This design comes from an exercise in tuning for small area, a short achievable clock period and few clock cycles per item on the open sky130 flow, not from production work. In this exercise RTL edits were held to simulation tests only and were not proved equivalent to the original.

==> flow/design.v <==
module aca_alu (
    input  wire        clk,
    input  wire        rst,         
    input  wire        in_valid,
    output reg         in_ready,
    input  wire [4:0]  in_op,
    input  wire [31:0] in_a,
    input  wire [31:0] in_b,
    input  wire [4:0]  in_tag,
    output reg         out_valid,
    input  wire        out_ready,
    output reg  [31:0] out_value,
    output reg  [1:0]  out_fault,
    output reg  [4:0]  out_tag
);
    localparam [4:0] OP_ADD  = 5'h01;
    localparam [4:0] OP_SUB  = 5'h02;
    localparam [4:0] OP_MUL  = 5'h03;
    localparam [4:0] OP_DIV  = 5'h04;
    localparam [4:0] OP_IDIV = 5'h05;
    localparam [4:0] OP_MOD  = 5'h06;
    localparam [4:0] OP_ADDI = 5'h08;
    localparam [4:0] OP_BEQ  = 5'h18;
    localparam [4:0] OP_J    = 5'h1C;
    localparam [1:0] F_NONE  = 2'd0;
    localparam [1:0] F_ARITH = 2'd1;
    localparam [1:0] F_UNSUP = 2'd2;
    reg        e_v;
    reg [4:0]  e_op;
    reg [31:0] e_a, e_b;
    reg [4:0]  e_tag;
    reg        e_divop;       
    reg        s_v;
    reg [31:0] s_value;
    reg [1:0]  s_fault;
    reg [4:0]  s_tag;
    wire can_push = !s_v;
    wire pop      = out_valid && out_ready;
    reg        d_busy;        
    reg        d_done;        
    reg [4:0]  d_cnt;         
    reg        d_force;       
    reg [31:0] d_r;           
    reg [31:0] d_q;           
    reg [34:0] d_d;           
    reg        d_ci;          
    reg        d_mod;         
    reg        d_neg;         
    reg [4:0]  d_tag;
    wire e_bzero   = (e_b == 32'd0);
    wire fire      = e_v && can_push && !(e_divop && d_busy) && !d_force;
    wire d_start   = fire && e_divop && !e_bzero;
    wire fast_push = fire && !(e_divop && !e_bzero);
    wire emit      = d_done && can_push && !fast_push;
    wire push      = fast_push || emit;
    wire take_en = !e_v || fire;
    wire        e_sub = (e_op == OP_SUB) || (e_op == OP_BEQ);
    wire        add_d = !fast_push;
    wire [31:0] add_a = e_a & {32{!add_d}};
    wire [31:0] add_b = add_d ? d_q : e_b;
    wire        add_s = add_d ? d_neg : e_sub;
    wire [31:0] sum;
    wire        sum_co;
    rca #(32) u_add (.a(add_a), .b(add_b ^ {32{add_s}}), .ci(add_s), .s(sum), .co(sum_co));
    wire [31:0] prod;
    mul32 u_mul (.a(e_a), .b(e_b), .p(prod));
    reg [31:0] f_value;
    reg [1:0]  f_fault;
    always @(*) begin
        f_value = sum;
        f_fault = F_NONE;
        case (e_op)
            OP_ADD, OP_ADDI, OP_SUB: f_value = sum;
            OP_MUL:                  f_value = prod;
            OP_DIV, OP_IDIV, OP_MOD: f_fault = F_ARITH;    
            OP_BEQ:                  f_value = {31'd0, sum == 32'd0};
            OP_J:                    f_value = 32'd1;
            default:                 f_fault = F_UNSUP;
        endcase
    end
    wire [31:0] n_value = fast_push ? f_value : sum;    
    wire [1:0]  n_fault = fast_push ? f_fault : F_NONE;
    wire [4:0]  n_tag   = fast_push ? e_tag   : d_tag;
    wire        sa = e_a[31];
    wire        sb = e_b[31];
    wire [31:0] a_mag;
    cneg #(32) u_aneg (.x(e_a), .neg(sa), .y(a_mag));
    wire [31:0] b_x = e_b ^ {32{sb}};    
    reg [4:0] na, nb;
    integer i;
    always @(*) begin
        na = 5'd0;
        nb = 5'd1;
        for (i = 0; i < 16; i = i + 1) begin
            if (a_mag[2*i +: 2] != 2'b00) na = i + 1;
            if (b_x[2*i +: 2]   != 2'b00) nb = i + 1;
        end
    end
    wire [5:0] m_diff = {1'b0, na} - {1'b0, nb};
    wire       q_zero = m_diff[5];           
    wire [3:0] m      = m_diff[3:0];
    wire [34:0] b_ext  = {{2{e_b[31]}}, e_b, 1'b0};
    wire [34:0] b_sh   = b_ext << {m, 1'b0};
    wire [34:0] d_init = b_sh ^ {35{!sb}};
    wire [31:0] t0, t1;
    wire        c0, c1;
    rca #(32) u_s0 (.a(d_r), .b(d_d[31:0]), .ci(d_ci), .s(t0), .co(c0));
    wire [2:0]  u0  = d_d[34:32] + {2'b00, c0};
    wire        qb0 = !u0[2];
    wire [31:0] r1  = qb0 ? t0 : d_r;
    wire [34:0] d_d1 = {d_d[34], d_d[34:1]};
    rca #(32) u_s1 (.a(r1), .b(d_d1[31:0]), .ci(d_ci), .s(t1), .co(c1));
    wire [2:0]  u1  = d_d1[34:32] + {2'b00, c1};
    wire        qb1 = !u1[2];
    wire [31:0] r2  = qb1 ? t1 : r1;
    wire d_last = d_busy && (d_cnt[3:0] == 4'd0);
    always @(posedge clk) begin
        d_force <= n_d_force;
        if (rst) begin
            d_busy <= 1'b0;
            d_done <= 1'b0;
        end else if (d_start) begin
            d_busy <= !q_zero;
            d_done <= q_zero;
        end else if (d_busy) begin
            if (d_cnt[3:0] == 4'd0) begin
                d_busy <= 1'b0;
                d_done <= 1'b1;
            end
        end else if (emit) begin
            d_done <= 1'b0;
        end
    end
    always @(posedge clk) begin
        d_r <= d_start ? a_mag : r2;
        d_d <= d_start ? d_init : {{2{d_d[34]}}, d_d[34:2]};
    end
    always @(posedge clk) begin
        if (d_start) begin
            d_q   <= q_zero && (e_op == OP_MOD) ? a_mag : 32'd0;
            d_ci  <= !sb;
            d_mod <= (e_op == OP_MOD);
            d_neg <= (e_op == OP_MOD) ? sa : (sa ^ sb);
            d_tag <= e_tag;
            d_cnt <= q_zero ? 5'd0 : {1'b0, m};
        end else if (d_busy) begin
            d_q   <= d_last && d_mod ? r2 : {d_q[29:0], qb0, qb1};
            d_cnt <= (d_cnt[3:0] == 4'd0) ? 5'd0 : d_cnt - 5'd1;
        end else if (d_done && d_cnt != 5'd28) begin
            d_cnt <= d_cnt + 5'd1;
        end
    end
    always @(posedge clk) begin
        if (rst) begin
            e_v <= 1'b0;
        end else if (take_en) begin
            e_v <= in_valid;
        end
    end
    always @(posedge clk) begin
        if (take_en) begin
            e_divop <= (in_op == OP_DIV) || (in_op == OP_IDIV) || (in_op == OP_MOD);
            e_op  <= in_op;
            e_a   <= in_a;
            e_b   <= in_b;
            e_tag <= in_tag;
        end
    end
    wire n_e_v     = !rst && (take_en ? in_valid : e_v);
    wire n_e_divop = take_en ? ((in_op == OP_DIV) || (in_op == OP_IDIV) || (in_op == OP_MOD)) : e_divop;
    wire n_s_v     = !rst && !pop && (s_v || (push && out_valid));
    wire n_d_busy  = !rst && (d_start ? !q_zero : (d_busy && (d_cnt[3:0] != 4'd0)));
    wire n_d_force = !rst && d_done && !emit && (d_cnt == 5'd27 || d_cnt == 5'd28);
    always @(posedge clk) begin
        in_ready <= !n_e_v || (!n_s_v && !(n_e_divop && n_d_busy) && !n_d_force);
    end
    always @(posedge clk) begin
        if (rst) begin
            out_valid <= 1'b0;
            s_v       <= 1'b0;
        end else begin
            if (pop) begin
                if (s_v) begin
                    s_v <= 1'b0;
                end else begin
                    out_valid <= push;
                end
            end else if (push) begin
                if (out_valid) s_v <= 1'b1;
                else out_valid <= 1'b1;
            end
        end
    end
    always @(posedge clk) begin
        if (s_v ? pop : (push && (!out_valid || pop))) begin
            out_value <= s_v ? s_value : n_value;
            out_fault <= s_v ? s_fault : n_fault;
            out_tag   <= s_v ? s_tag   : n_tag;
        end
        if (push) begin
            s_value <= n_value;
            s_fault <= n_fault;
            s_tag   <= n_tag;
        end
    end
endmodule
module rca #(parameter N = 32) (
    input  wire [N-1:0] a,
    input  wire [N-1:0] b,
    input  wire         ci,
    output wire [N-1:0] s,
    output wire         co
);
    wire [N:0] c;
    assign c[0] = ci;
    fa_vec #(N) u (.x(a), .y(b), .z(c[N-1:0]), .s(s), .c(c[N:1]));
    assign co = c[N];
endmodule
module cneg #(parameter N = 32) (
    input  wire [N-1:0] x,
    input  wire         neg,
    output wire [N-1:0] y
);
    wire [N:0] c;
    assign c[0] = neg;
    ha_vec #(N) u (.x(x ^ {N{neg}}), .y(c[N-1:0]), .s(y), .c(c[N:1]));
endmodule
module mul32 (
    input  wire [31:0] a,
    input  wire [31:0] b,
    output wire [31:0] p
);
    wire [32:0] bx = {b, 1'b0};
    wire [31:0] s [0:15];
    wire [31:0] c [0:15];
    genvar i;
    generate
        for (i = 0; i < 16; i = i + 1) begin : row
            localparam integer W = 32 - 2 * i;
            wire one = bx[2*i+1] ^ bx[2*i];
            wire two = (bx[2*i+2] & ~bx[2*i+1] & ~bx[2*i]) | (~bx[2*i+2] & bx[2*i+1] & bx[2*i]);
            wire neg = bx[2*i+2];
            wire [W-1:0] pp;
            booth_row #(W) u_pp (.one(one), .two(two), .neg(neg), .a(a[W-1:0]), .p(pp));
            if (i == 0) begin : first
                assign s[0] = pp;
                assign c[0] = {31'd0, neg};
            end else if (i == 1) begin : second
                wire [W-1:0] fs, fc;
                ha_vec #(W) u_ha (.x(s[0][31:2]), .y(pp), .s(fs), .c(fc));
                assign s[1] = {fs, s[0][1:0]};
                assign c[1] = {fc[W-2:0], neg, c[0][1:0]};
            end else begin : next
                wire [W-1:0] fs, fc;
                fa_vec #(W) u_fa (.x(s[i-1][31:2*i]), .y(c[i-1][31:2*i]), .z(pp), .s(fs), .c(fc));
                assign s[i] = {fs, s[i-1][2*i-1:0]};
                assign c[i] = {fc[W-2:0], neg, c[i-1][2*i-1:0]};
            end
        end
    endgenerate
    wire co;
    rca #(32) u_cpa (.a(s[15]), .b(c[15]), .ci(1'b0), .s(p), .co(co));
endmodule
module booth_row #(parameter W = 32) (
    input  wire         one,
    input  wire         two,
    input  wire         neg,
    input  wire [W-1:0] a,
    output wire [W-1:0] p
);
    wire [W-1:0] a2 = {a[W-2:0], 1'b0};
    assign p = ((a & {W{one}}) | (a2 & {W{two}})) ^ {W{neg}};
endmodule
module fa_vec #(parameter W = 32) (
    input  wire [W-1:0] x,
    input  wire [W-1:0] y,
    input  wire [W-1:0] z,
    output wire [W-1:0] s,
    output wire [W-1:0] c
);
    assign s = x ^ y ^ z;
    assign c = (x & y) | (x & z) | (y & z);
endmodule
module ha_vec #(parameter W = 32) (
    input  wire [W-1:0] x,
    input  wire [W-1:0] y,
    output wire [W-1:0] s,
    output wire [W-1:0] c
);
    assign s = x ^ y;
    assign c = x & y;
endmodule
==> flow/flow/run.sh <==
#!/bin/bash
set -euo pipefail
R="$PWD/orfs/results/sky130hd/aca_alu/base"
bash standard.sh "$R/1_2_yosys.v" > make_synth.log 2>&1
sed -i -E 's/\bsky130_fd_sc_hd__a22oi_(2|4)\b/sky130_fd_sc_hd__a22oi_1/g' "$R/1_2_yosys.v"
grep -c "sky130_fd_sc_hd__a22oi_1" "$R/1_2_yosys.v" > resize.log
bash standard.sh "BUFFER_PORTS_ARGS=-buffer_cell sky130_fd_sc_hd__buf_1" finish > make_finish.log 2>&1
==> flow/standard.sh <==
#!/bin/bash
# synth_recipe.tcl (not shown) runs the flow's synth.tcl, then flattens the netlist and writes it again
# the make line also repeats each setting of config.mk as NAME=value (left out here)
make -C /OpenROAD-flow-scripts/flow DESIGN_CONFIG=/design/flow/config.mk WORK_HOME=/design/flow/orfs CLKGATE_MAP_FILE= SYNTH_SCRIPT=/design/flow/synth_recipe.tcl "${@:-finish}"
==> flow/config.mk <==
export PLATFORM = sky130hd
export DESIGN_NAME = aca_alu
export DESIGN_NICKNAME = aca_alu
export VERILOG_FILES = /design/flow/design.v
export SDC_FILE = /design/flow/constraint.sdc
export NUM_CORES = 4
export LEC_CHECK = 0
export CAP_MARGIN = 20
export CORE_MARGIN = 2
export CORE_UTILIZATION = 50
export CTS_BUF_LIST = sky130_fd_sc_hd__clkbuf_8
export CTS_CLUSTER_DIAMETER = 60
export CTS_CLUSTER_SIZE = 20
export SLEW_MARGIN = 20
export SYNTH_HIERARCHICAL = 1
export SYNTH_MINIMUM_KEEP_SIZE = 0
==> flow/constraint.sdc <==
create_clock -name core_clock -period 190.0 [get_ports {clk}]
set_input_delay 38.0000 -clock core_clock [delete_from_list [all_inputs] [get_ports {clk}]]
set_output_delay 38.0000 -clock core_clock [all_outputs]
set_load 0.01 [all_outputs]
==> results of run 1 <==
[final cells by class]
cell class | count | area (um2)
diodes | 3 | 7.51
repair buffers | 207 | 1150
fillers | 4851 | 25500
well taps | 704 | 881
clock inverters | 25 | 328
multi-input cells | 1983 | 19100
clock buffers | 29 | 399
flip-flops and latches | 272 | 7430
inverters | 17 | 63.8
[worst max path at each step]
stage,endpoint,from,slack (ns),depth (start not counted)
final,out_valid,out_valid,150.74,1
after global routing,out_valid,out_valid,150.65,1
after CTS,out_valid,out_valid,150.68,1
after detailed placement,out_value[22],out_ready,150.23,4
after global placement,out_value[23],out_ready,150.31,4
after floorplan,out_fault[0],out_ready,148.45,3
[flip-flops by register name (all words and copies together), names as in the netlist, 2 cells and up]
name,flops
d_q,32
e_tag,5
d_r,32
out_value,32
s_value,32
out_tag,5
e_b,32
e_op,5
s_fault,2
s_tag,5
d_cnt,5
e_a,32
d_d,35
d_tag,5
out_fault,2
[routing by layer]
metal  share of wire, %  vias to the layer above  global-route usage [%]
li1                   -                     8827                       -
met1                 43                    10200                    41.3
met2                 45                      889                    45.7
met3                7.8                      164                    4.67
met4                3.3                        0                    8.84
met5                  0                        -                       0
[through the flow]
step / hold WS, ns / worst slack [ns] / utilization [%]
finish: 0.502 / 150.74 / 53.5
global route: 0.512 / 150.65 / 53.5
CTS: 0.500 / 150.68 / 53.4
detailed placement: 0.463 / 150.23 / 52.1
global placement: 0.479 / 150.31 / 52.1
floorplan: 0.426 / 148.45 / -
==> metrics.md, run 1 <==
| Metric | Value |
|---|---|
| Vias per inst | `6.21` |
| CP max stage delay | `0.40 ns` |
| DRC Markers | `0` |
| Fin area | `29400 um2` |
| Layout cells sized above 1 | `10.1%` |
| Placed Instances | `3181` |
| Worst-path cell chain | `buf_1` |
| Final Skew | `0.0606 ns` |
| Reg-to-Reg End | `d_q[13]` |
| Hold Crit Depth | `0` |
| Clk buf depth | `3` |
| CTS root buf | `clkbuf_8` |
| Die height | `239 um` |
| Reg clk slew, reported paths | `0.11 ns` |
| Hold Buf Count CTS | `0` |
| Critical-path maximum fanout | `6` |
| First-pass GRT wire length | `126000 um` |
| Fin nets | `2998` |
| Setup TNS | `0 ns` |
| R2r worst-path depth | `75` |
| Endpoints failing hold | `0` |
| TritonCTS clock tree | `built` |
| Worst-Skew Late Latency | `0.68 ns` |
| I/O pin count | `119` |
| Clock sinks | `272` |
| Post-Syn Area per Cell | `11.3 um2` |
| H-tree lvl count | `1` |
| CP arrival | `1.26 ns` |
| Port bufs | `118` |
| Synth Instances | `2445` |
| Syn-to-layout area delta | `6.32%` |
| Routed vias | `20100` |
| Slew Limit Headroom | `27.3%` |
| Largest net degree at the start of global routing | `81` |
| Max cap viols | `0` |
| Tot GR Track Use | `29.0%` |
| CP delay by family, top | `flip-flops` |
| Yosys warns | `8` |
| Non-filler instance count after layout | `3240` |
| Crit start category | `flip-flop` |
| Hold EP | `d_tag[3]` |
| Rows | `86` |
| Post-CTS Resized | `0` |
| R2R setup slack | `157.98 ns` |
| Fin crit share | `20.7%` |
| Final ANT Viol Nets | `0` |
| Setup CP Type | `reg2out` |
| Die W | `239 um` |
| Vias in the first global route | `20400` |
| Min-delay src | `e_tag[3]` |
| Initial antenna violation count | `0` |
| Pre-Repair DR Iteration Count | `9` |
| Die area | `57200 um2` |
| Most common cell after layout, fill and taps aside | `xnor2_1` |
| Worst path buffer plus inverter count | `1` |
| Synth Cell Area | `27600 um2` |
| Worst-Margin Slew | `1.09 ns` |
| Post-CTS setup buffers | `0` |
| RSZ-0062 raised after global routing | `no` |
| Initial Util | `50.4%` |
| Crit end category | `output pin` |
| Residual overflow from global routing | `0` |
| GP Congestion | `0.897` |
| Hold Crit Class | `reg2reg` |
| Num CTS Buffers | `29` |
| Critical Path RT | `152.00 ns` |
| Max Freq | `25.5 MHz` |
| Slowest-stage cell, CP | `dfxtp_1` |
| Initial drt markers | `1980` |
| Placed Area | `28600 um2` |
| Slew Limit Fails | `0` |
| Status | `finished clean` |
| Final setup vio count | `0` |
| Drt wl/cell | `25.5 um` |
| Hpwl dp | `59100 um` |
| Most frequent cells in the layout | `xnor2_1, fa_1, a22oi_1` |
| Final min period | `39.26 ns` |
| R2r startpoint | `d_ci` |
| Total wire length | `82500 um` |
| Core area | `54900 um2` |
Testbench counts, summed over its fixed seeds: cycles 26,922, items 24,000.
==> inputs of run 2 (changes only) <==
--- a/flow/config.mk
+++ b/flow/config.mk
@@ -8,5 +8,5 @@
 export CAP_MARGIN = 20
 export CORE_MARGIN = 2
-export CORE_UTILIZATION = 50
+export CORE_UTILIZATION = 75
 export CTS_BUF_LIST = sky130_fd_sc_hd__clkbuf_8
 export CTS_CLUSTER_DIAMETER = 60
==> run 2 against run 1 <==
Net effect:
- non-clock buffer count is 5 lower
- critical path depth stayed put
- wire length is 3.8% lower
- critical endpoint unchanged
- largest cell class unchanged
- first-iteration DRC count is 32% higher
- global-route usage is 13 points higher
- highest routed layer is now met5
- clock skew is 0.031 ns lower
- die area is 33% lower
- fmax hardly changed
- cell count is 7.8% lower
- worst hold slack worse by 0.0034 ns
- still clean on timing, DRC and antenna
==> metrics.md, run 2 <==
| Metric | Value |
|---|---|
| Rows | `70 (-19%)` |
| Initial drt markers | `2617 (+32%)` |
| RSZ-0062 raised after global routing | `no` |
| Min Hold Slack | `0.499 ns (-0.00344 ns)` |
| GP Congestion | `0.974 (+8.6%)` |
| Residual overflow from global routing | `0 (unchanged)` |
| Fin nets | `2990 (-0.27%)` |
| Total wire length | `79400 um (-3.8%)` |
| Diode count | `0 (-3)` |
| Core area | `36400 um2 (-34%)` |
| Layout cells sized above 1 | `9.60% (-0.50 points)` |
| Non-filler instance count after layout | `2988 (-7.8%)` |
| Initial antenna violation count | `0 (unchanged)` |
| Die area | `38400 um2 (-33%)` |
| Final ANT Viol Nets | `0 (unchanged)` |
| Synth Instances | `2445 (unchanged)` |
| Crit end category | `output pin` |
| Final min period | `39.25 ns (-0.00600 ns)` |
| Vias per inst | `7.06 (+14%)` |
| Setup ws final | `150.75 ns (+0.00600 ns)` |
| Hpwl dp | `56100 um (-5.1%)` |
| R2r worst-path depth | `73 (-2.7%)` |
| Num CTS Buffers | `26 (-10%)` |
| Most frequent cells in the layout | `xnor2_1, fa_1, a22oi_1` |
| Synth Cell Area | `27600 um2 (unchanged)` |
| CP delay by family, top | `flip-flops` |
| First-pass GRT wire length | `123000 um (-2.5%)` |
| Vias in the first global route | `21400 (+4.9%)` |
| Reg clk slew, reported paths | `0.11 ns (about the same)` |
| Hold Crit Class | `reg2reg` |
| Post-CTS setup buffers | `0 (unchanged)` |
| Drt wl/cell | `26.6 um (+4.3%)` |
| Initial Util | `75.8% (+25 points)` |
| Die height | `196 um (-18%)` |
| Most common cell after layout, fill and taps aside | `xnor2_1` |
| Max cap viols | `0 (unchanged)` |
| Routed vias | `21100 (+4.8%)` |
| TritonCTS clock tree | `built` |
| Placed Instances | `2940 (-7.6%)` |
| Hold Buf Count CTS | `0 (unchanged)` |
| Reg-to-Reg End | `d_q[15]` |
| Post-CTS Resized | `0 (unchanged)` |
| Critical Path RT | `152.00 ns (about the same)` |
| Max reg flops | `35 (unchanged)` |
| Final setup vio count | `0 (unchanged)` |
| CTS root buf | `clkbuf_8` |
| Hold Crit Depth | `0 (unchanged)` |
| Fin util | `79.4% (+26 points)` |
| R2r startpoint | `d_ci` |
| Setup TNS | `0 ns (unchanged)` |
| Tot GR Track Use | `41.7% (+13 points)` |
| Worst slack at placement | `150.25 ns (+0.0210 ns)` |
| Largest register by flop count | `d_d` |
| CP max stage delay | `0.41 ns (about the same)` |
| Worst-Margin Slew | `1.15 ns (+0.0633 ns)` |
| Worst-path cell chain | `buf_1` |
| Critical-path maximum fanout | `6 (unchanged)` |
| Setup CP Type | `reg2out` |
| Endpoints failing hold | `0 (unchanged)` |
| Hold EP | `d_tag[1]` |
| Largest net degree at the start of global routing | `101 (+25%)` |
| Slew Limit Headroom | `23.1% (-4.2 points)` |
| Final Skew | `0.0292 ns (-0.0314 ns)` |
| Worst path buffer plus inverter count | `1 (unchanged)` |
| Die W | `196 um (-18%)` |
| Clock sinks | `272 (unchanged)` |
| Status | `finished clean` |
| DRC Markers | `0 (unchanged)` |
| H-tree lvl count | `1 (unchanged)` |
| Slowest-stage cell, CP | `dfxtp_1` |
| Pre-Repair DR Iteration Count | `7 (-2)` |
| Max Freq | `25.5 MHz (about the same)` |
| Port bufs | `118 (unchanged)` |
| Slew Limit Fails | `0 (unchanged)` |
| Fin crit share | `20.7% (about the same)` |
| Syn-to-layout area delta | `4.67%` |
| R2R setup slack | `158.29 ns (+0.31 ns)` |
| Layout fillers | `2343 (-52%)` |
| Post-Syn Area per Cell | `11.3 um2 (unchanged)` |
| Yosys warns | `8 (unchanged)` |
| Clk buf depth | `3 (unchanged)` |
| Min-delay src | `e_tag[1]` |
| Crit start category | `flip-flop` |
| Worst-Skew Late Latency | `0.68 ns (about the same)` |
| CP arrival | `1.25 ns (about the same)` |
| I/O pin count | `119 (unchanged)` |
run 2: routing by layer:
metal | wire, um | global-route usage [%]
met3 | 9980 | 10.2
met4 | 3700 | 17.5
met2 | 35100 | 63.7
met5 | 60 | 1.15
met1 | 30500 | 57.7
run 2: final cells by class:
cell class                      instances  area [um2]  share of cell area, %
Sequential cell                       272        7430                   25.7
Timing Repair Buffer                  202        1100                   3.82
Clock buffer                           27         372                   1.28
Clock inverter                         19         317                   1.09
Tap cell                              468         586                   2.02
Multi-Input combinational cell       1983       19100                   65.9
Inverter                               17        63.8                  0.221
run 2: per-stage QoR:
stage | cell area [um2]
3_3_place_gp | 28200
3_5_place_dp | 28200
6_report | 28900
2_1_floorplan | 27600
5_1_grt | 28900
4_1_cts | 28900
run 2: worst max-delay path by stage:
stage,from,end,slack [ns],cells after the start
after detailed placement,out_ready,out_value[19],150.25,4
final,out_valid,out_valid,150.75,1
after CTS,out_valid,out_valid,150.74,1
after global placement,out_ready,out_value[20],150.34,4
after floorplan,out_ready,out_fault[0],148.45,3
after global routing,out_valid,out_valid,150.72,1
==> inputs of run 3 (changes only) <==
--- a/flow/config.mk
+++ b/flow/config.mk
@@ -8,5 +8,5 @@
 export CAP_MARGIN = 20
 export CORE_MARGIN = 2
-export CORE_UTILIZATION = 75
+export CORE_UTILIZATION = 65
 export CTS_BUF_LIST = sky130_fd_sc_hd__clkbuf_8
 export CTS_CLUSTER_DIAMETER = 60
==> run 3 against run 2 <==
Net effect:
- utilization shrank 10 points
- worst hold slack lost 0.025 ns
- still clean
- fmax is essentially flat
- largest cell class unchanged
==> metrics.md, run 3 <==
| Metric | Value |
|---|---|
| Status | `finished clean` |
| Die area | `44200 um2 (+15%)` |
| Die height | `210 um (+7.3%)` |
| Syn-to-layout area delta | `4.90%` |
| Slew Limit Fails | `0 (unchanged)` |
| Tot GR Track Use | `36.7% (-5.0 points)` |
| Residual overflow from global routing | `0 (unchanged)` |
| Rows | `75 (+7.1%)` |
| Routed vias | `20400 (-3.2%)` |
| H-tree lvl count | `1 (unchanged)` |
| Most common cell after layout, fill and taps aside | `xnor2_1` |
| Worst path buffer plus inverter count | `1 (unchanged)` |
| Largest net degree at the start of global routing | `101 (unchanged)` |
| Final Skew | `0.0285 ns (-0.000727 ns)` |
| CP arrival | `1.24 ns (about the same)` |
| Vias in the first global route | `21000 (-2.1%)` |
| Final min period | `39.24 ns (-0.0120 ns)` |
| Initial drt markers | `1982 (-24%)` |
| GP Congestion | `0.956 (-1.9%)` |
| CP max stage delay | `0.42 ns (about the same)` |
| Reg-to-Reg End | `d_q[11]` |
| Initial Util | `65.9% (-10 points)` |
| Yosys warns | `8 (unchanged)` |
| Diode count | `0 (unchanged)` |
| Port bufs | `118 (unchanged)` |
| Worst-Margin Slew | `1.10 ns (-0.0507 ns)` |
| Hold Crit Class | `reg2reg` |
| Pre-Repair DR Iteration Count | `5 (-2)` |
| Worst-Skew Late Latency | `0.65 ns (-0.03 ns)` |
| Fin util | `69.1% (-10 points)` |
| Hold Buf Count CTS | `0 (unchanged)` |
| Post-CTS Resized | `0 (unchanged)` |
| Worst slack at placement | `150.21 ns (-0.0480 ns)` |
| Largest register by flop count | `d_d` |
| Min-delay src | `e_tag[2]` |
| Layout cells sized above 1 | `9.70% (+0.10 points)` |
| Setup CP Type | `reg2out` |
| Worst-path cell chain | `buf_1` |
| Placed Area | `28300 um2 (+0.49%)` |
| DRC Markers | `0 (unchanged)` |
| Fin nets | `2993 (+0.10%)` |
| First-pass GRT wire length | `124000 um (+0.49%)` |
| Core area | `41900 um2 (+15%)` |
| Crit start category | `flip-flop` |
| Hpwl dp | `57300 um (+2.2%)` |
| Vias per inst | `6.66 (-5.6%)` |
| Slew Limit Headroom | `26.5% (+3.4 points)` |
| TritonCTS clock tree | `built` |
| Hold EP | `d_tag[2]` |
| Initial antenna violation count | `0 (unchanged)` |
| Reg clk slew, reported paths | `0.12 ns (about the same)` |
| I/O pin count | `119 (unchanged)` |
| Setup TNS | `0 ns (unchanged)` |
| Start point of the critical path | `out_valid` |
| Num CTS Buffers | `26 (unchanged)` |
| R2r worst-path depth | `73 (unchanged)` |
| Drt wl/cell | `26.0 um (-2.2%)` |
| Critical Path RT | `152.00 ns (about the same)` |
| Max Freq | `25.5 MHz (about the same)` |
| Final ANT Viol Nets | `0 (unchanged)` |
| CTS root buf | `clkbuf_8` |
| Max cap viols | `0 (unchanged)` |
| Crit end category | `output pin` |
| Fin crit share | `20.7% (about the same)` |
| R2R setup slack | `158.49 ns (+0.20 ns)` |
| Final setup vio count | `0 (unchanged)` |
| Critical-path maximum fanout | `6 (unchanged)` |
| Die W | `210 um (+7.3%)` |
| Slowest-stage cell, CP | `dfxtp_1` |
| Clock sinks | `272 (unchanged)` |
| Synth Cell Area | `27600 um2 (unchanged)` |
| Synth Instances | `2445 (unchanged)` |
| Post-CTS setup buffers | `0 (unchanged)` |
| Fin area | `29000 um2 (+0.22%)` |
| RSZ-0062 raised after global routing | `no` |
| Clk buf depth | `3 (unchanged)` |
| Total wire length | `79600 um (+0.29%)` |
| Endpoints failing hold | `0 (unchanged)` |
| R2r startpoint | `d_ci` |
| Max reg flops | `35 (unchanged)` |
| CP delay by family, top | `flip-flops` |
| Hold Crit Depth | `0 (unchanged)` |
| Most frequent cells in the layout | `xnor2_1, fa_1, a22oi_1` |
| Setup ws final | `150.76 ns (+0.0120 ns)` |
| Post-Syn Area per Cell | `11.3 um2 (unchanged)` |
run 3: area by class of cell:
| class | instances | area (um2) |
|---|---|---|
| repair buffers | 205 | 1140 |
| multi-input cells | 1983 | 19100 |
| clock inverters | 21 | 235 |
| well taps | 539 | 674 |
| inverters | 17 | 63.8 |
| flip-flops and latches | 272 | 7430 |
| clock buffers | 27 | 372 |
| fillers | 3162 | 13000 |
run 3: worst max-delay path by stage:
stage | slack, ns | to | cells after the start
finish | 150.76 | out_valid | 1
global route | 150.72 | out_valid | 1
CTS | 150.73 | out_valid | 1
detailed placement | 150.21 | out_value[21] | 4
global placement | 150.32 | out_value[21] | 4
floorplan | 148.45 | out_fault[0] | 3
run 3: metrics by stage:
step / instances / hold slack, ns
6_report: 3064 / 0.474
5_1_grt: 3064 / 0.492
4_1_cts: 3062 / 0.477
3_5_place_dp: 3014 / 0.449
3_3_place_gp: 3014 / 0.453
2_1_floorplan: 2446 / 0.426
run 3: layer usage:
layer	GRT usage (%)	vias to the layer above	wire length (um)
li1	-	8819	-
met1	51.5	10200	32700
met2	55.9	1143	35500
met3	7.99	202	8090
met4	15.0	0	3370
met5	0	-	0
==> inputs of run 4 (changes only) <==
--- a/flow/config.mk
+++ b/flow/config.mk
@@ -6,5 +6,5 @@
 export NUM_CORES = 4
 export LEC_CHECK = 0
-export CAP_MARGIN = 20
+export CAP_MARGIN = 10
 export CORE_MARGIN = 2
 export CORE_UTILIZATION = 65
@@ -12,5 +12,5 @@
 export CTS_CLUSTER_DIAMETER = 60
 export CTS_CLUSTER_SIZE = 20
-export SLEW_MARGIN = 20
+export SLEW_MARGIN = 10
 export SYNTH_HIERARCHICAL = 1
 export SYNTH_MINIMUM_KEEP_SIZE = 0
==> run 4 against run 3 <==
Net effect:
- still clean
- fmax is essentially flat
- die area unchanged
- sequential share of layout area hardly changed
- via count up 0.13%
- worst hold slack barely moved
- clock-buffer cell count did not move
- register-to-register slack gained 0.02 ns
- area after synthesis stayed put
- highest routed layer unchanged
==> metrics.md, run 4 <==
| Metric | Value |
|---|---|
| Status | `finished clean` |
| Post-CTS Resized | `0 (unchanged)` |
| Diode count | `0 (unchanged)` |
| Routed vias | `20400 (+0.13%)` |
| GP Congestion | `0.956 (unchanged)` |
| Yosys warns | `8 (unchanged)` |
| Clock sinks | `272 (unchanged)` |
| Worst-Skew Late Latency | `0.65 ns (about the same)` |
| Total wire length | `79400 um (-0.19%)` |
| Max Freq | `25.5 MHz (about the same)` |
| H-tree lvl count | `1 (unchanged)` |
| Max reg flops | `35 (unchanged)` |
| Worst-Margin Slew | `1.24 ns (+0.134 ns)` |
| Initial drt markers | `2033 (+2.6%)` |
| Die W | `210 um (unchanged)` |
| M2 GR Usage | `55.9% (unchanged)` |
| Met1 usage in global routing | `51.5% (unchanged)` |
| Pre-Repair DR Iteration Count | `7 (+2)` |
| Hold Buf Count CTS | `0 (unchanged)` |
| CP max stage delay | `0.41 ns (about the same)` |
| Synth Cell Area | `27600 um2 (unchanged)` |
| Critical Path RT | `152.00 ns (about the same)` |
| Most frequent cells in the layout | `xnor2_1, fa_1, a22oi_1` |
| Hpwl dp | `57300 um (unchanged)` |
| Slew Limit Headroom | `17.5% (-8.9 points)` |
| Final min period | `39.23 ns (-0.00800 ns)` |
| Fin util | `69.0% (-0.087 points)` |
| Worst path buffer plus inverter count | `1 (unchanged)` |
| Met3 Usage GRT | `7.99% (unchanged)` |
| RSZ-0062 raised after global routing | `no` |
| Tot GR Track Use | `36.7% (unchanged)` |
| Clk buf depth | `3 (unchanged)` |
| Final Skew | `0.0264 ns (-0.00207 ns)` |
| Crit path depth | `1 (unchanged)` |
| Non-filler instance count after layout | `3063 (-0.033%)` |
| Critical-path maximum fanout | `6 (unchanged)` |
| Largest register by flop count | `d_d` |
| Port bufs | `118 (unchanged)` |
| Start point of the critical path | `out_valid` |
| Reg clk slew, reported paths | `0.11 ns (about the same)` |
| Slowest-stage cell, CP | `dfxtp_1` |
| Fin nets | `2992 (-0.033%)` |
| CP delay by family, top | `flip-flops` |
| R2r startpoint | `d_ci` |
| R2R setup slack | `158.51 ns (+0.02 ns)` |
| Initial Util | `65.9% (unchanged)` |
| Post-CTS setup buffers | `0 (unchanged)` |
| GR peak layer | `met2` |
| CTS root buf | `clkbuf_8` |
| Hold Crit Class | `reg2reg` |
| Synth Instances | `2445 (unchanged)` |
| First-pass GRT wire length | `124000 um (unchanged)` |
| Core area | `41900 um2 (unchanged)` |
| DRC Markers | `0 (unchanged)` |
| Slew Limit Fails | `0 (unchanged)` |
| Final ANT Viol Nets | `0 (unchanged)` |
| Num CTS Buffers | `26 (unchanged)` |
| Initial antenna violation count | `0 (unchanged)` |
| Setup TNS | `0 ns (unchanged)` |
| Crit end category | `output pin` |
| Setup ws final | `150.77 ns (+0.00800 ns)` |
| Fin area | `29000 um2 (-0.13%)` |
| Layout cells sized above 1 | `9.63% (-0.075 points)` |
| Final setup vio count | `0 (unchanged)` |
| Endpoints failing hold | `0 (unchanged)` |
| I/O pin count | `119 (unchanged)` |
| Post-Syn Area per Cell | `11.3 um2 (unchanged)` |
| Vias in the first global route | `21000 (unchanged)` |
| Placed Area | `28300 um2 (about the same)` |
| Worst slack at placement | `150.21 ns (unchanged)` |
| CP arrival | `1.23 ns (about the same)` |
| Max cap viols | `0 (unchanged)` |
| TritonCTS clock tree | `built` |
| Min Hold Slack | `0.474 ns (+0.0000960 ns)` |
| Setup CP Type | `reg2out` |
| Reg-to-Reg End | `d_q[11]` |
| Fin crit share | `20.6% (about the same)` |
| Placed Instances | `3014 (unchanged)` |
| CP Capture Point | `out_valid` |
| Die height | `210 um (unchanged)` |
| Drt wl/cell | `25.9 um (-0.16%)` |
| Die area | `44200 um2 (unchanged)` |
| Vias per inst | `6.67 (+0.16%)` |
| R2r worst-path depth | `73 (unchanged)` |
| Residual overflow from global routing | `0 (unchanged)` |
| Syn-to-layout area delta | `4.77%` |
| Rows | `75 (unchanged)` |
| Largest net degree at the start of global routing | `101 (unchanged)` |
| Most common cell after layout, fill and taps aside | `xnor2_1` |
| Layout fillers | `3171 (+0.28%)` |
| Crit start category | `flip-flop` |
| Worst-path cell chain | `buf_1` |
-- run 4: how the worst min path moves through the flow --
| stage | start | end | slack, ns | depth (start not counted) |
|---|---|---|---|---|
| floorplan | e_tag[0] | d_tag[0] | 0.43 | 0 |
| global placement | e_tag[3] | d_tag[3] | 0.45 | 0 |
| detailed placement | e_tag[2] | d_tag[2] | 0.45 | 0 |
| CTS | e_tag[2] | d_tag[2] | 0.48 | 0 |
| global route | e_tag[2] | d_tag[2] | 0.49 | 0 |
| finish | e_tag[2] | d_tag[2] | 0.47 | 0 |
-- run 4: area by class of cell --
class,instances,area [um2],area share (%)
multi-input cells,1983,19100,65.9
clock buffers,27,372,1.28
well taps,539,674,2.33
repair buffers,204,1100,3.80
clock inverters,21,235,0.812
flip-flops and latches,272,7430,25.7
inverters,17,63.8,0.220
-- run 4: layer usage --
metal | up-vias | wire [um]
met5 | - | 0
met4 | 0 | 3540
met3 | 217 | 8010
met2 | 1170 | 35200
met1 | 10200 | 32700
li1 | 8812 | -
==> inputs of run 5 (changes only) <==
==> flow/config.mk (replaced) <==
export PLATFORM = sky130hd
export DESIGN_NAME = aca_alu
export DESIGN_NICKNAME = aca_alu
export VERILOG_FILES = /design/flow/design.v
export SDC_FILE = /design/flow/constraint.sdc
export NUM_CORES = 4
export LEC_CHECK = 0
export CAP_MARGIN = 20
export CORE_MARGIN = 2
export CORE_UTILIZATION = 65
export CTS_BUF_LIST = sky130_fd_sc_hd__clkbuf_4
export CTS_CLUSTER_DIAMETER = 40
export CTS_CLUSTER_SIZE = 10
export SLEW_MARGIN = 20
export SYNTH_HIERARCHICAL = 1
export SYNTH_MINIMUM_KEEP_SIZE = 0
==> run 5 against run 4 <==
Net effect:
- critical path depth is the same
- design area grew 0.55%
- clock-buffer cell count grew 28
- cell count grew 1.2%
- critical endpoint unchanged
- critical path type unchanged
- area after synthesis is the same
- still clean on timing, DRC and antenna
==> metrics.md, run 5 <==
| Metric | Value |
|---|---|
| Status | `finished clean` |
| Worst-Margin Slew | `1.09 ns (-0.142 ns)` |
| Post-Syn Area per Cell | `11.3 um2 (unchanged)` |
| Fin crit share | `20.7% (+0.079 points)` |
| Final setup vio count | `0 (unchanged)` |
| Slew Limit Fails | `0 (unchanged)` |
| Post-CTS setup buffers | `0 (unchanged)` |
| Setup CP Type | `reg2out` |
| Final ANT Viol Nets | `0 (unchanged)` |
| Setup ws final | `150.62 ns (-0.150 ns)` |
| Register Area | `7430 um2 (unchanged)` |
| Fin nets | `3012 (+0.67%)` |
| Worst-Skew Late Latency | `0.82 ns (+0.17 ns)` |
| Critical Path RT | `152.00 ns (about the same)` |
| Final min period | `39.38 ns (+0.150 ns)` |
| Num CTS Buffers | `45 (+73%)` |
| Slowest-stage cell, CP | `dfxtp_1` |
| Worst-path cell chain | `buf_1` |
| Worst path buffer plus inverter count | `1 (unchanged)` |
| Die height | `210 um (unchanged)` |
| Clk buf depth | `3 (unchanged)` |
| Setup TNS | `0 ns (unchanged)` |
| Hold Crit Class | `reg2reg` |
| Final Skew | `0.0665 ns (+0.0401 ns)` |
| Layout fillers | `3164 (-0.22%)` |
| Vias per inst | `6.63 (-0.57%)` |
| Hpwl dp | `57300 um (unchanged)` |
| CP arrival | `1.38 ns (+0.15 ns)` |
| Max cap viols | `0 (unchanged)` |
| Core area | `41900 um2 (unchanged)` |
| Tot GR Track Use | `37.0% (+0.28 points)` |
| CP delay by family, top | `flip-flops` |
| Critical-path maximum fanout | `6 (unchanged)` |
| Syn-to-layout area delta | `5.35%` |
| TritonCTS clock tree | `built` |
| Most common cell after layout, fill and taps aside | `xnor2_1` |
| Slew Limit Headroom | `27.0% (+9.5 points)` |
| Rows | `75 (unchanged)` |
| GP Congestion | `0.956 (unchanged)` |
| Layout cells sized above 1 | `10.9% (+1.2 points)` |
| Post-CTS Resized | `0 (unchanged)` |
| RSZ-0062 raised after global routing | `no` |
| Routed vias | `20600 (+0.67%)` |
| Largest net degree at the start of global routing | `101 (unchanged)` |
| Synth Cell Area | `27600 um2 (unchanged)` |
| Pre-Repair DR Iteration Count | `6 (-1)` |
| Total wire length | `79900 um (+0.60%)` |
| CP max stage delay | `0.41 ns (about the same)` |
| Port bufs | `118 (unchanged)` |
| Largest register by flop count | `d_d` |
| I/O pin count | `119 (unchanged)` |
| Die W | `210 um (unchanged)` |
| First-pass GRT wire length | `124000 um (+0.46%)` |
| Initial drt markers | `2190 (+7.7%)` |
| Residual overflow from global routing | `0 (unchanged)` |
| Die area | `44200 um2 (unchanged)` |
| Reg clk slew, reported paths | `0.10 ns (about the same)` |
| Yosys warns | `8 (unchanged)` |
| Initial Util | `65.9% (unchanged)` |
| Vias in the first global route | `21100 (+0.84%)` |
| Synth Instances | `2445 (unchanged)` |
| Drt wl/cell | `25.8 um (-0.63%)` |
| Initial antenna violation count | `2 (+2)` |
| Most frequent cells in the layout | `xnor2_1, fa_1, a22oi_1` |
| Crit end category | `output pin` |
| Max reg flops | `35 (unchanged)` |
| Max Freq | `25.4 MHz (-0.38%)` |
| CTS root buf | `clkbuf_4` |
| Worst slack at placement | `150.21 ns (unchanged)` |
| Area of the multi-input gates | `19100 um2 (about the same)` |
| DRC Markers | `0 (unchanged)` |
| Clock sinks | `272 (unchanged)` |
| Hold Buf Count CTS | `0 (unchanged)` |
| Crit start category | `flip-flop` |
| H-tree lvl count | `2 (+1)` |
| Endpoints failing hold | `0 (unchanged)` |
## run 5: metrics by stage
stage,cell area [um2],cells,hold WS [ns],utilization (%)
detailed placement,28300,3014,0.449,67.5
finish,29100,3101,0.470,69.4
global route,29100,3100,0.477,69.4
floorplan,27600,2446,0.426,-
CTS,29100,3096,0.474,69.3
global placement,28300,3014,0.453,67.5
## run 5: cell type report
| class | instances | share of cell area (%) |
|---|---|---|
| Antenna cell | 3 | 0.0258 |
| Clock buffer | 55 | 1.42 |
| Clock inverter | 27 | 1.07 |
| Inverter | 17 | 0.219 |
| Multi-Input combinational cell | 1983 | 65.5 |
| Sequential cell | 272 | 25.5 |
| Tap cell | 539 | 2.32 |
| Timing Repair Buffer | 205 | 3.90 |
## run 5: final timing paths
path                                start         to  slack, ns  cells past startpoint
worst min register to register   e_tag[2]   d_tag[2]       0.47                      0
worst max-delay path            out_valid  out_valid     150.62                      1
worst min-delay path             e_tag[2]   d_tag[2]       0.47                      0
worst max register to register       d_ci    d_q[11]     158.44                     73
## run 5: routing by layer
layer  global-route usage [%]  wire (um)  vias to the layer above
met5                        0          0                        -
met2                     55.9      35400                     1195
met1                     51.5      33100                    10300
li1                         -          -                     8879
met3                     8.63       7940                      227
met4                     16.1       3490                        0

## static timing again, ports no longer ideal
How much do the figures lean on ideal ports? The routed layouts below were timed once more, with nothing changed but the port constraints. Step 1 sets driving cells, clkbuf_16 on the clock port and buf_2 on the other inputs (assumed; they add their load-dependent delay and slew). Step 2 also shifts input and output timing later by t, the mid clock arrival at the registers, as if the neighbouring blocks saw the same clock. Three values: ideal, step 1, step 2; two values: the first two.
run	shift t [ns]	setup slack, ns	worst setup path at the end	worst slew at a driven data input, ns
run 1	0.700	150.744 / 150.691 / 150.486	input to register	0.04
run 2	0.721	150.750 / 150.697 / 150.580	input to register	0.04
run 3	0.696	150.762 / 150.706 / 150.544	input to register	0.04
run 4	0.696	150.770 / 150.714 / 150.621	input to register	0.04
run 5	0.841	150.620 / 150.563 / 150.535	input to register	0.04
After both steps every run listed still meets setup and hold. The setup slack of run 1, which loses most, moves by -0.053 ns with the drivers and by -0.258 ns with both steps.
